What follows belongs to an exercise in optimizing a design on an open flow for small area, a short achievable clock period and few clock cycles; a production flow would make more cautious choices. The RTL was checked by simulation tests, not by an equivalence proof against the original design. Power is estimated from default activity; no workload was simulated.

### design/flow/design.v
module rledec (
    input  wire        clk,
    input  wire        rst,           
    input  wire        reg_we,
    input  wire [7:0]  reg_addr,      
    input  wire [31:0] reg_wdata,
    output reg  [31:0] reg_rdata,
    output wire        irq,
    output wire        src_req,
    output wire [11:0] src_addr,
    input  wire        src_ack,
    input  wire [7:0]  src_rdata,
    output wire        fb_req,
    output wire [11:0] fb_addr,
    output wire [7:0]  fb_wdata,
    input  wire        fb_ack
);
    localparam [3:0] OP_NOP = 4'h0, OP_RLE4 = 4'h1, OP_RLE5 = 4'h2, OP_NIBBLE = 4'h3,
                     OP_RAW = 4'h4, OP_CLEAR = 4'h5, OP_ABORT = 4'h6;
    localparam [2:0] M_NONE = 3'd0, M_RLE4 = 3'd1, M_RLE5 = 3'd2, M_NIBBLE = 3'd3,
                     M_RAW = 3'd4, M_CLEAR = 3'd5;
    localparam [2:0] C_NONE = 3'd0, C_MAXPIX = 3'd1, C_DATALEN = 3'd2, C_INPUT_END = 3'd3,
                     C_ABORTED = 3'd4, C_DST_RANGE = 3'd5, C_CLEARED = 3'd6;
    localparam [2:0] E_BAD_CMD = 3'd1, E_BUSY_CMD = 3'd2, E_BAD_CFG = 3'd3, E_DST_RANGE = 3'd4;
    localparam [2:0] R_REPEAT = 3'd0, R_REP_COLOR = 3'd1, R_MULTI = 3'd2, R_RUN = 3'd3,
                     R_RUN_DATA = 3'd4;
    localparam [1:0] J_REP = 2'd0, J_RUN = 2'd1, J_NIB = 2'd2, J_RAW = 2'd3;
    reg        irq_en;
    reg        busy, done, err;
    reg [2:0]  cause, errcode;
    reg [31:0] src_ptr, src_limit, datalen, maxpix, pixcount;
    reg [31:0] dst_base, frame_stride, frame_index, padding, line_width;
    reg [31:0] dst_ptr, linecount;
    reg [12:0] count, repcount;    
    reg [2:0]  stage, record, avail;
    reg [7:0]  acc;
    reg [2:0]  mode;
    reg [7:0]  auxpal [0:31];
    reg        at_max;      
    reg        wact;        
    reg [1:0]  wkind;
    reg [7:0]  wbyte;       
    reg [12:0] wleft;       
    reg [1:0]  mst;         
    reg [4:0]  mpos;        
    wire is_rle4  = (mode == M_RLE4);
    wire is_rle5  = (mode == M_RLE5);
    wire is_rle   = is_rle4 | is_rle5;
    wire is_nib   = (mode == M_NIBBLE);
    wire is_raw   = (mode == M_RAW);
    wire is_clear = (mode == M_CLEAR);
    wire [2:0] bits = is_rle5 ? 3'd5 : 3'd4;
    wire        dst_oob = |dst_ptr[31:12];
    wire        wgo     = wact & (mst == 2'd0);
    wire [31:0] pc1     = pixcount + 32'd1;
    wire        pc1_eq  = (pc1 == maxpix);
    wire        wlast   = (wleft == 13'd1) | pc1_eq;
    wire [12:0] wleft_m1 = wleft - 13'd1;
    wire [4:0]  pidx = (wkind == J_NIB) ? {1'b0, wleft[1] ? wbyte[7:4] : wbyte[3:0]} : wbyte[4:0];
    wire [7:0]  pval = auxpal[pidx];
    assign fb_req   = wgo & (is_clear | ~dst_oob);
    assign fb_addr  = is_clear ? wleft[11:0] : dst_ptr[11:0];
    assign fb_wdata = (wkind == J_RAW) ? wbyte : pval;
    wire wpix  = wgo & ~is_clear & ~dst_oob & fb_ack;     
    wire wdone = wpix & wlast;                            
    wire        pad_nz   = |padding;
    wire [31:0] lc_inc   = linecount + 32'd1;
    wire        line_end = pad_nz & ((lc_inc == line_width) | ~|line_width);
    wire        m_shift = (mst == 2'd1);
    wire        m_base  = (mst == 2'd2);
    wire [31:0] dp_a = m_shift ? {dst_ptr[30:0], 1'b0} : dst_ptr;
    wire [31:0] dp_b = m_shift ? (frame_index[mpos] ? frame_stride : 32'd0)
                     : m_base  ? dst_base : padding;
    wire [31:0] dp_add = dp_a + dp_b + {31'd0, ~(m_shift | m_base)};
    wire [31:0] dp_inc = dst_ptr + 32'd1;
    wire [31:0] dp_sum = (line_end | m_shift | m_base) ? dp_add : dp_inc;
    wire        j_rep = wact & (wkind == J_REP);
    wire        j_run = wact & (wkind == J_RUN);
    wire        rep_z = (repcount == 13'd0);
    wire        cnt_1 = (count == 13'd1);
    wire [12:0] count_m1 = count - 13'd1;
    wire [12:0] rep_m1   = repcount - 13'd1;
    reg  [2:0]  stg_e, rec_e;
    reg  [12:0] cnt_e, rep_e;
    always @(*) begin
        stg_e = stage; rec_e = record; cnt_e = count; rep_e = repcount;
        if (j_rep) begin
            stg_e = 3'd0;
            if (rep_z) rec_e = R_RUN;
            else begin rep_e = rep_m1; rec_e = R_REPEAT; end
        end else if (j_run) begin
            cnt_e = count_m1;
            if (cnt_1) begin rec_e = R_REPEAT; stg_e = 3'd0; end
        end
    end
    wire at_e = wact ? pc1_eq : at_max;
    wire fe_mode  = busy & (is_rle | is_nib | is_raw);
    wire dl_z     = ~|datalen;
    wire src_ok   = ~|src_ptr[31:13] & (src_ptr[12:0] < src_limit[12:0]);
    wire have_acc = is_rle & (avail >= bits);
    wire need_byte = ~have_acc;
    wire dl_stop  = dl_z & ~is_nib;
    wire proceed  = ~at_e & ~dl_stop & (have_acc | src_ok);
    wire fe_free  = ~wact | wdone;
    assign src_req  = fe_mode & need_byte;
    assign src_addr = src_ptr[11:0];
    wire fe_fire = fe_mode & fe_free & proceed & (have_acc | src_ack);
    wire fe_halt = fe_mode & fe_free & ~proceed & (mst == 2'd0);
    wire [2:0] fe_cause = at_e ? C_MAXPIX : dl_stop ? C_DATALEN : C_INPUT_END;
    wire [7:0] rsh      = have_acc ? 8'd0 : (src_rdata >> avail);
    wire [4:0] sym      = is_rle5 ? (acc[7:3] | rsh[7:3]) : {1'b0, acc[7:4] | rsh[7:4]};
    reg  [7:0] acc_n;
    always @(*) begin
        if (have_acc) acc_n = is_rle5 ? {acc[2:0], 5'd0} : {acc[3:0], 4'd0};
        else if (is_rle5)
            case (avail)
                3'd0: acc_n = {src_rdata[2:0], 5'd0};
                3'd1: acc_n = {src_rdata[3:0], 4'd0};
                3'd2: acc_n = {src_rdata[4:0], 3'd0};
                3'd3: acc_n = {src_rdata[5:0], 2'd0};
                default: acc_n = {src_rdata[6:0], 1'd0};
            endcase
        else acc_n = {src_rdata[3:0], 4'd0};
    end
    reg [12:0] cs_count;
    reg [2:0]  cs_stage;
    always @(*) begin
        cs_count = cnt_e;
        cs_stage = stg_e;
        case (stg_e)
            3'd0: if (sym == 5'd0) cs_stage = 3'd1;
                  else begin cs_count = {8'd0, sym}; cs_stage = 3'd6; end
            3'd1: begin cs_count = {8'd0, sym}; cs_stage = 3'd2; end
            3'd2: begin
                cs_count = {count[8:0], 4'd0} | {8'd0, sym};
                cs_stage = (cs_count == 13'd0) ? 3'd3 : 3'd6;
            end
            3'd3, 3'd4: begin cs_count = {count[8:0], 4'd0} | {8'd0, sym}; cs_stage = stg_e + 3'd1; end
            3'd5: begin cs_count = {count[8:0], 4'd0} | {8'd0, sym}; cs_stage = 3'd6; end
            default: ;
        endcase
    end
    reg [4:0] lead;
    integer i;
    always @(*) begin
        lead = 5'd0;
        for (i = 0; i < 32; i = i + 1)
            if (frame_index[i]) lead = i;
    end
    always @(*) begin
        reg_rdata = 32'd0;
        if (reg_addr[7]) begin
            reg_rdata = {24'd0, auxpal[reg_addr[6:2]]};
        end else begin
            case (reg_addr[6:2])
                5'h01: reg_rdata = {31'd0, irq_en};
                5'h02: reg_rdata = {20'd0, 1'b0, errcode, 1'b0, cause, 1'b0, err, done, busy};
                5'h03: reg_rdata = src_ptr;
                5'h04: reg_rdata = src_limit;
                5'h05: reg_rdata = datalen;
                5'h06: reg_rdata = maxpix;
                5'h07: reg_rdata = pixcount;
                5'h08: reg_rdata = dst_base;
                5'h09: reg_rdata = frame_stride;
                5'h0A: reg_rdata = frame_index;
                5'h0B: reg_rdata = padding;
                5'h0C: reg_rdata = line_width;
                5'h0D: reg_rdata = dst_ptr;
                5'h0E: reg_rdata = linecount;
                5'h0F: reg_rdata = {5'd0, mode, acc, 5'd0, avail, 1'b0, record, 1'b0, stage};
                5'h10: reg_rdata = {19'd0, count};
                5'h11: reg_rdata = {19'd0, repcount};
                default: reg_rdata = 32'd0;
            endcase
        end
    end
    assign irq = irq_en & (done | err);
    wire [31:0] wd_m  = reg_wdata & {32{~rst}};
    wire        cfg_w = reg_we & ~reg_addr[7] & ~busy;
    always @(posedge clk) begin
        if (rst | (cfg_w & (reg_addr[6:2] == 5'h04))) src_limit    <= wd_m;
        if (rst | (cfg_w & (reg_addr[6:2] == 5'h06))) maxpix       <= wd_m;
        if (rst | (cfg_w & (reg_addr[6:2] == 5'h08))) dst_base     <= wd_m;
        if (rst | (cfg_w & (reg_addr[6:2] == 5'h09))) frame_stride <= wd_m;
        if (rst | (cfg_w & (reg_addr[6:2] == 5'h0A))) frame_index  <= wd_m;
        if (rst | (cfg_w & (reg_addr[6:2] == 5'h0B))) padding      <= wd_m;
        if (rst | (cfg_w & (reg_addr[6:2] == 5'h0C))) line_width   <= wd_m;
    end
    always @(posedge clk) begin
        if (rst) begin
            irq_en <= 1'b0;
            busy <= 1'b0; done <= 1'b0; err <= 1'b0;
            cause <= C_NONE; errcode <= 3'd0;
            src_ptr <= 32'd0; datalen <= 32'd0;
            pixcount <= 32'd0;
            dst_ptr <= 32'd0; linecount <= 32'd0;
            count <= 13'd0; repcount <= 13'd0;
            stage <= 3'd0; record <= R_REPEAT; avail <= 3'd0; acc <= 8'd0; mode <= M_NONE;
            at_max <= 1'b0; wact <= 1'b0; wkind <= J_REP; wbyte <= 8'd0; wleft <= 13'd0;
            mst <= 2'd0; mpos <= 5'd0;
        end else begin
            if (m_shift) begin
                dst_ptr <= dp_sum;
                mpos <= mpos - 5'd1;
                if (mpos == 5'd0) mst <= 2'd2;
            end else if (m_base) begin
                dst_ptr <= dp_sum;
                mst <= 2'd0;
            end
            if (wgo && is_clear) begin
                if (fb_ack) begin
                    wleft <= wleft_m1;
                    if (wleft[11:0] == 12'd0) begin
                        busy <= 1'b0; done <= 1'b1; cause <= C_CLEARED; wact <= 1'b0;
                    end
                end
            end else if (wgo) begin
                if (dst_oob) begin
                    busy <= 1'b0; done <= 1'b1; cause <= C_DST_RANGE;
                    err <= 1'b1; errcode <= E_DST_RANGE;
                    wact <= 1'b0;
                end else if (fb_ack) begin
                    pixcount <= pc1;
                    at_max   <= pc1_eq;
                    dst_ptr  <= dp_sum;
                    if (line_end) linecount <= 32'd0;
                    else if (pad_nz) linecount <= lc_inc;
                    wleft <= wleft_m1;
                    if (wlast) begin
                        wact <= 1'b0;
                        stage <= stg_e; record <= rec_e; count <= cnt_e; repcount <= rep_e;
                    end
                end
            end
            if (fe_halt) begin
                busy <= 1'b0; done <= 1'b1; cause <= fe_cause;
            end
            if (fe_fire) begin
                if (need_byte) src_ptr <= src_ptr + 32'd1;
                if (is_nib) begin
                    wact <= 1'b1; wkind <= J_NIB; wbyte <= src_rdata; wleft <= 13'd2;
                end else if (is_raw) begin
                    datalen <= datalen - 32'd1;
                    wact <= 1'b1; wkind <= J_RAW; wbyte <= src_rdata; wleft <= 13'd1;
                end else begin
                    datalen <= datalen - 32'd1;
                    acc   <= acc_n;
                    avail <= avail - bits;
                    if (stg_e != 3'd6) begin
                        count <= cs_count;
                        stage <= cs_stage;
                        record <= rec_e;
                        repcount <= rep_e;
                        if (cs_stage == 3'd6) begin
                            case (rec_e)
                                R_REPEAT: begin
                                    if (cs_count == 13'd1) begin
                                        record <= R_RUN; stage <= 3'd0;
                                    end else if (cs_count == 13'd2) begin
                                        record <= R_MULTI; stage <= 3'd0;
                                    end else begin
                                        record <= R_REP_COLOR;
                                    end
                                end
                                R_MULTI: begin
                                    stage <= 3'd0;
                                    if (cs_count == 13'd0) begin
                                        repcount <= 13'd0; record <= R_RUN;
                                    end else begin
                                        repcount <= cs_count - 13'd1; record <= R_REPEAT;
                                    end
                                end
                                R_RUN: begin
                                    if (cs_count == 13'd0) begin
                                        record <= R_REPEAT; stage <= 3'd0;
                                    end else begin
                                        record <= R_RUN_DATA;
                                    end
                                end
                                default: ;
                            endcase
                        end
                    end else if (rec_e == R_REP_COLOR) begin
                        if (count == 13'd0) begin
                            stage <= 3'd0;
                            if (rep_z) record <= R_RUN;
                            else begin repcount <= rep_m1; record <= R_REPEAT; end
                        end else begin
                            wact <= 1'b1; wkind <= J_REP; wbyte <= {3'd0, sym}; wleft <= count;
                        end
                    end else begin  
                        stage <= stg_e; record <= rec_e; count <= cnt_e; repcount <= rep_e;
                        wact <= 1'b1; wkind <= J_RUN; wbyte <= {3'd0, sym}; wleft <= 13'd1;
                    end
                end
            end
            if (reg_we && reg_addr[7]) begin
                if (!busy) auxpal[reg_addr[6:2]] <= reg_wdata[7:0];
            end else if (reg_we && !reg_addr[7]) begin
                case (reg_addr[6:2])
                    5'h00: begin  
                        if (reg_wdata[3:0] >= 4'h7) begin
                            err <= 1'b1; errcode <= E_BAD_CMD;
                        end else if (reg_wdata[3:0] == OP_ABORT) begin
                            if (busy) begin
                                busy <= 1'b0; done <= 1'b1; cause <= C_ABORTED;
                                wact <= 1'b0; mst <= 2'd0;
                            end
                        end else if (reg_wdata[3:0] != OP_NOP) begin
                            if (busy) begin
                                err <= 1'b1; errcode <= E_BUSY_CMD;
                            end else if (reg_wdata[3:0] == OP_CLEAR) begin
                                mode <= M_CLEAR; done <= 1'b0; cause <= C_NONE; busy <= 1'b1;
                                wact <= 1'b1; wkind <= J_RAW; wbyte <= 8'd0; wleft <= 13'h0FFF;
                            end else if (|src_limit[31:13] || (src_limit[12] && |src_limit[11:0])) begin
                                err <= 1'b1; errcode <= E_BAD_CFG;
                            end else begin
                                mode <= reg_wdata[2:0];
                                stage <= 3'd0; record <= R_REPEAT;
                                count <= 13'd0; repcount <= 13'd0;
                                avail <= 3'd0; acc <= 8'd0;
                                linecount <= 32'd0; pixcount <= 32'd0;
                                at_max <= ~|maxpix;
                                done <= 1'b0; cause <= C_NONE; busy <= 1'b1;
                                wact <= 1'b0;
                                dst_ptr <= 32'd0; mpos <= lead;
                                mst <= (|frame_index) ? 2'd1 : 2'd2;
                            end
                        end
                    end
                    5'h01: irq_en <= reg_wdata[0];
                    5'h02: begin  
                        if (reg_wdata[1]) done <= 1'b0;
                        if (reg_wdata[2]) begin err <= 1'b0; errcode <= 3'd0; end
                    end
                    5'h03: if (!busy) src_ptr <= reg_wdata;
                    5'h05: if (!busy) datalen <= reg_wdata;
                    default: ;
                endcase
            end
        end
    end
endmodule
### design/flow/flow/run.sh
#!/bin/bash
set -euo pipefail
export BUFFER_PORTS_ARGS="-buffer_cell sky130_fd_sc_hd__buf_4"
export SETUP_SLACK_MARGIN=6
bash standard.sh > standard_flow.log 2>&1
### design/flow/standard.sh
#!/bin/bash
# synth_recipe.tcl (not shown) runs the flow's synth.tcl, then flattens the netlist and writes it again
# the make line also repeats each setting of config.mk as NAME=value (left out here)
make -C /OpenROAD-flow-scripts/flow DESIGN_CONFIG=/design/flow/config.mk WORK_HOME=/design/flow/orfs CLKGATE_MAP_FILE= SYNTH_SCRIPT=/design/flow/synth_recipe.tcl "${@:-finish}"
### design/flow/config.mk
export PLATFORM = sky130hd
export DESIGN_NAME = rledec
export DESIGN_NICKNAME = rledec
export VERILOG_FILES = /design/flow/design.v
export SDC_FILE = /design/flow/constraint.sdc
export NUM_CORES = 4
export LEC_CHECK = 0
export CAP_MARGIN = 20
export CORE_MARGIN = 2
export CORE_UTILIZATION = 40
export SLEW_MARGIN = 20
### design/flow/constraint.sdc
create_clock -name core_clock -period 12.0 [get_ports {clk}]
set_input_delay 2.4000 -clock core_clock [delete_from_list [all_inputs] [get_ports {clk}]]
set_output_delay 2.4000 -clock core_clock [all_outputs]
set_load 0.01 [all_outputs]
==> results.py <==
metrics = {
    "placement": {
        "place_inst": 5711,
        "portBuffers": 117,
        "gp_congestion": 1.020,
        "hpwlAfterDp_um": 123500,
    },
    "global_route": {
        "met3_usage_pct": 9.338,
        "grt.busiest_layer": "met2",
        "grt_pass1_wl_um": 268200,
        "grt_max_degree": 96,
        "antenna_found_initial": 3,
        "grtUsageMet2_pct": 47.50,
        "grtUsageTotal_pct": 32.83,
        "grtUsageMet1_pct": 44.32,
        "gr-total-overflow": 0,
        "grt_pass1_vias": 37737,
    },
    "drt": {
        "dr.pass1.iters": 6,
        "drt_iter0_drc": 6198,
        "postRouteAntennaNets": 0,
        "wl_um": 191600,
        "post-route-drc-count": 0,
        "vias_per_cell": 6.803,
        "routedWlPerCell_um": 31.45,
        "vias": 41448,
    },
    "cells_and_area": {
        "multi_input_comb_area_sq_um": 24110,
        "antenna_cells": 0,
        "drive_gt1_share_pct": 21.13,
        "fillers": 9657,
        "area_growth_pct": 23.03,
        "fin_nets": 4739,
        "register_area_sq_um": 19410,
        "final_cells": 6093,
    },
    "synthesis": {
        "synth_warnings": 1,
        "yosysTopAreaCell": "edfxtp_1",
        "synthArstFlopShare_pct": 0,
        "synth_cell_type_count": 94,
        "synthesis.nets": 4609,
        "ys_top_cells_by_area": "edfxtp_1, dfxtp_1, mux4_2, nand2_1, nor2_1",
        "synth.ff_latch_count": 728,
        "synth_top_flop_cell": "edfxtp_1",
        "syn_area_sq_um": 43350,
        "synth_edf_count": 480,
        "synth_cells": 4487,
        "avgSynthCellArea_sq_um": 9.661,
        "synth_top_area_share_pct": 33.25,
        "ys_seq_area_share_pct": 44.70,
    },
    "critical_path": {
        "crit_path_end_kind": "output pin",
        "cp_max_fo": 6,
        "r2r_end": "count[7]",
        "critPathLaunch": "reg_addr[2]",
        "rr_startpoint": "pixcount[5]",
        "path_class": "in2out",
        "critPathArrivalTime_ps": 4500,
        "rr_worst_depth": 11,
        "r2r_setup_slack_ps": 6240,
        "crit_path_start_kind": "primary input",
        "cp.required_ps": 9600,
        "crit_end": "reg_rdata[7]",
    },
    "clock_network": {
        "htreeDepth": 3,
        "cts.path.max_buffers": 3,
        "cts_tree": "built",
        "clock_sinks": 728,
        "cts-root-buf": "clkbuf_16",
        "numCtsBuffers": 87,
        "path_clk_slew_ps": 50,
        "clock_latency_ps": 710,
    },
    "timing": {
        "fin_skew_ps": 41.39,
        "worst_pin_slew_ps": 1205,
        "layout_min_cycle_time_ps": 6903,
        "rsz0062_at_grt": "yes",
        "tns_ps": 0,
        "setup_viol": 0,
        "drv_slew": 0,
        "period_share_pct": 57.53,
        "relSlewSlack_pct": 17.57,
        "fmax_mhz": 144.9,
        "hold_viol_final": 0,
    },
    "power_and_ir_drop": {
        "vdd_ir_drop_max_v": 0.0001141,
        "power.density_nw_per_um2": 114.8,
        "p_leak_nw": 18.16,
    },
    "run": {
        "max-cap-violations": 0,
    },
    "floorplan": {
        "start_util_pct": 40.44,
        "rows": 120,
        "dieHeight_um": 333.2,
        "io_pins": 120,
        "die_x_um": 333.2,
        "core_area_sq_um": 107200,
        "dieArea_sq_um": 111000,
    },
    "worst_hold_path": {
        "hp-class": "reg2reg",
        "holdCritStartpoint": "dst_ptr[29]",
    },
    "status": {
        "status": "complete, no violations",
    },
}
==> cells in the final DEF, fill, tap and decap left out, types with 53 or more instances in the layout <==
master,Yosys,routed
nor3_1,91,90
nand2_1,426,416
or3_1,61,59
a21oi_1,228,209
xor2_1,86,86
nand4_1,65,65
a22oi_1,118,87
nor4_1,107,102
ha_1,67,65
o21ai_0,195,187
a31oi_1,91,66
dfxtp_1,248,235
nor2_1,364,335
a22o_1,64,59
nand3_1,141,140
and2_1,92,89
edfxtp_1,480,480
clkbuf_16,0,95
inv_1,85,85
mux4_2,75,75
buf_4,14,250
mux2i_1,57,53
a211oi_1,144,96
xnor2_1,134,134
==> cell type report <==
class                   count  share of cell area [%]
clock buffers             111                   4.385
clock inverters            51                   1.168
inverters                  86                  0.6147
multi-input cells        3315                   45.21
flip-flops and latches    728                   36.39
well taps                1403                   3.292
repair buffers            399                   8.936
==> layer usage <==
metal / routed length (um) / part of all wire (%) / vias to the layer above
met5: 23 / 0.012 / -
met4: 12560 / 6.6 / 4
met3: 26340 / 14 / 716
met2: 79560 / 42 / 3125
met1: 73130 / 38 / 20071
li1: - / - / 17532
==> through the flow <==
step / instance area [sq um] / setup WS, ps / utilization, % / total power (W) / hold slack, ps
2_1_floorplan: 44070 / 5808 / - / 0.003084 / 445.1
3_3_place_gp: 45460 / 3777 / 42.41 / 0.003274 / 478.1
3_5_place_dp: 45460 / 3807 / 42.41 / 0.003278 / 484.1
4_1_cts: 51950 / 5206 / 48.46 / 0.006081 / 504.7
5_1_grt: 53330 / 5082 / 49.75 / 0.006243 / 520.9
6_report: 53330 / 5097 / 49.75 / 0.006121 / 512.7
==> Yosys cell counts, types with 65 or more instances <==
library cell and count:
xnor2_1 134, ha_1 67, a22oi_1 118, a211oi_1 144
nand4_1 65, nor3_1 91, nor4_1 107, nor2_1 364
a31oi_1 91, and2_1 92, nand3_1 141, a221oi_1 103
clkbuf_1 288, o21ai_0 195, inv_1 85, edfxtp_1 480
nand2_1 426, a21oi_1 228, xor2_1 86, dfxtp_1 248
mux4_2 75
==> worst min-delay path by stage <==
stage	end	slack, ps	cells past startpoint
floorplan	at_max	450	2
global placement	src_ptr[18]	480	2
detailed placement	src_ptr[18]	480	2
CTS	src_ptr[18]	500	2
global route	dst_ptr[29]	520	2
finish	dst_ptr[29]	510	2
==> state kept, by name, indices dropped and copies added, names as in the netlist, 5 cells and up <==
| name | cells |
|---|---|
| dst_base | 32 |
| src_limit | 32 |
| dst_ptr | 32 |
| count | 13 |
| maxpix | 32 |
| src_ptr | 32 |
| pixcount | 32 |
| repcount | 13 |
| wleft | 13 |
| line_width | 32 |
| frame_stride | 32 |
| auxpal | 256 |
| datalen | 32 |
| linecount | 32 |
| acc | 8 |
| padding | 32 |
| wbyte | 8 |
| mpos | 5 |
| frame_index | 32 |
==> cell families (layout without fill, tap and decap cells) <==
kind of cell | Yosys count | after routing | share of synthesized area [%]
AO/OA/AOI/OAI | 1259 | 1259 | 20.27
adder cells (fa/ha/maj) | 70 | 70 | 2.049
flip-flops | 728 | 728 | 44.70
buffers and inverters | 447 | 647 | 4.032
XOR/XNOR | 220 | 220 | 4.445
AND/OR/NAND/NOR | 1594 | 1596 | 18.33
multiplexers | 169 | 170 | 6.174
==> worst max-delay path, stage by stage <==
cell     delay, ps
buf_16         110
buf_16         140
buf_16         160
buf_16         140
mux4_2         520
a22oi_2        390
nand4_1        240
nand2_2        150
o21ai_4         90
buf_6          140
==> power by group <==
part	switching [W]	internal [W]
Clock	0.00117	0.00161
Sequential	0.0000959	0.00275
Combinational	0.000314	0.000187
==> repair_timing <==
item                                    4_1_cts  5_1_grt
endpoints found under the setup margin       60       65
gates resized for setup                     306      142
buffers inserted                            120       57
gates cloned                                 35        8
pin swaps                                   106      110
hold buffers                                  0        0
Testbench counts, summed over its fixed seeds: cycles 119,687.

-- separate check: timing with driven ports --
The results above use ideal ports. As a check the final layout listed here was re-extracted and re-timed, cells and wires unchanged.
Step 1: set_driving_cell puts a clkbuf_16 on clk and a buf_2 on each other input, an assumption about the parent block.
Step 2 times the ports against the registers' clock, not the clock port: input delays grow and output delays shrink by t, the midpoint of the rising clock arrivals with the driver on.
Slacks: no drivers / after step 1 / after step 2; pairs: no drivers / after step 1.
t, ns: 0.764
setup slack, ns: 5.097 / 4.899 / 4.899
hold WS [ns]: 0.513 / 0.513 / 0.513
slew at the worst register clock pin (ns): 0.07 / 0.07
pins driven straight from the clock port: 1
After both steps setup and hold are still met in this run. The setup slack of this run moves by -0.198 ns with the drivers and by -0.198 ns with both steps.
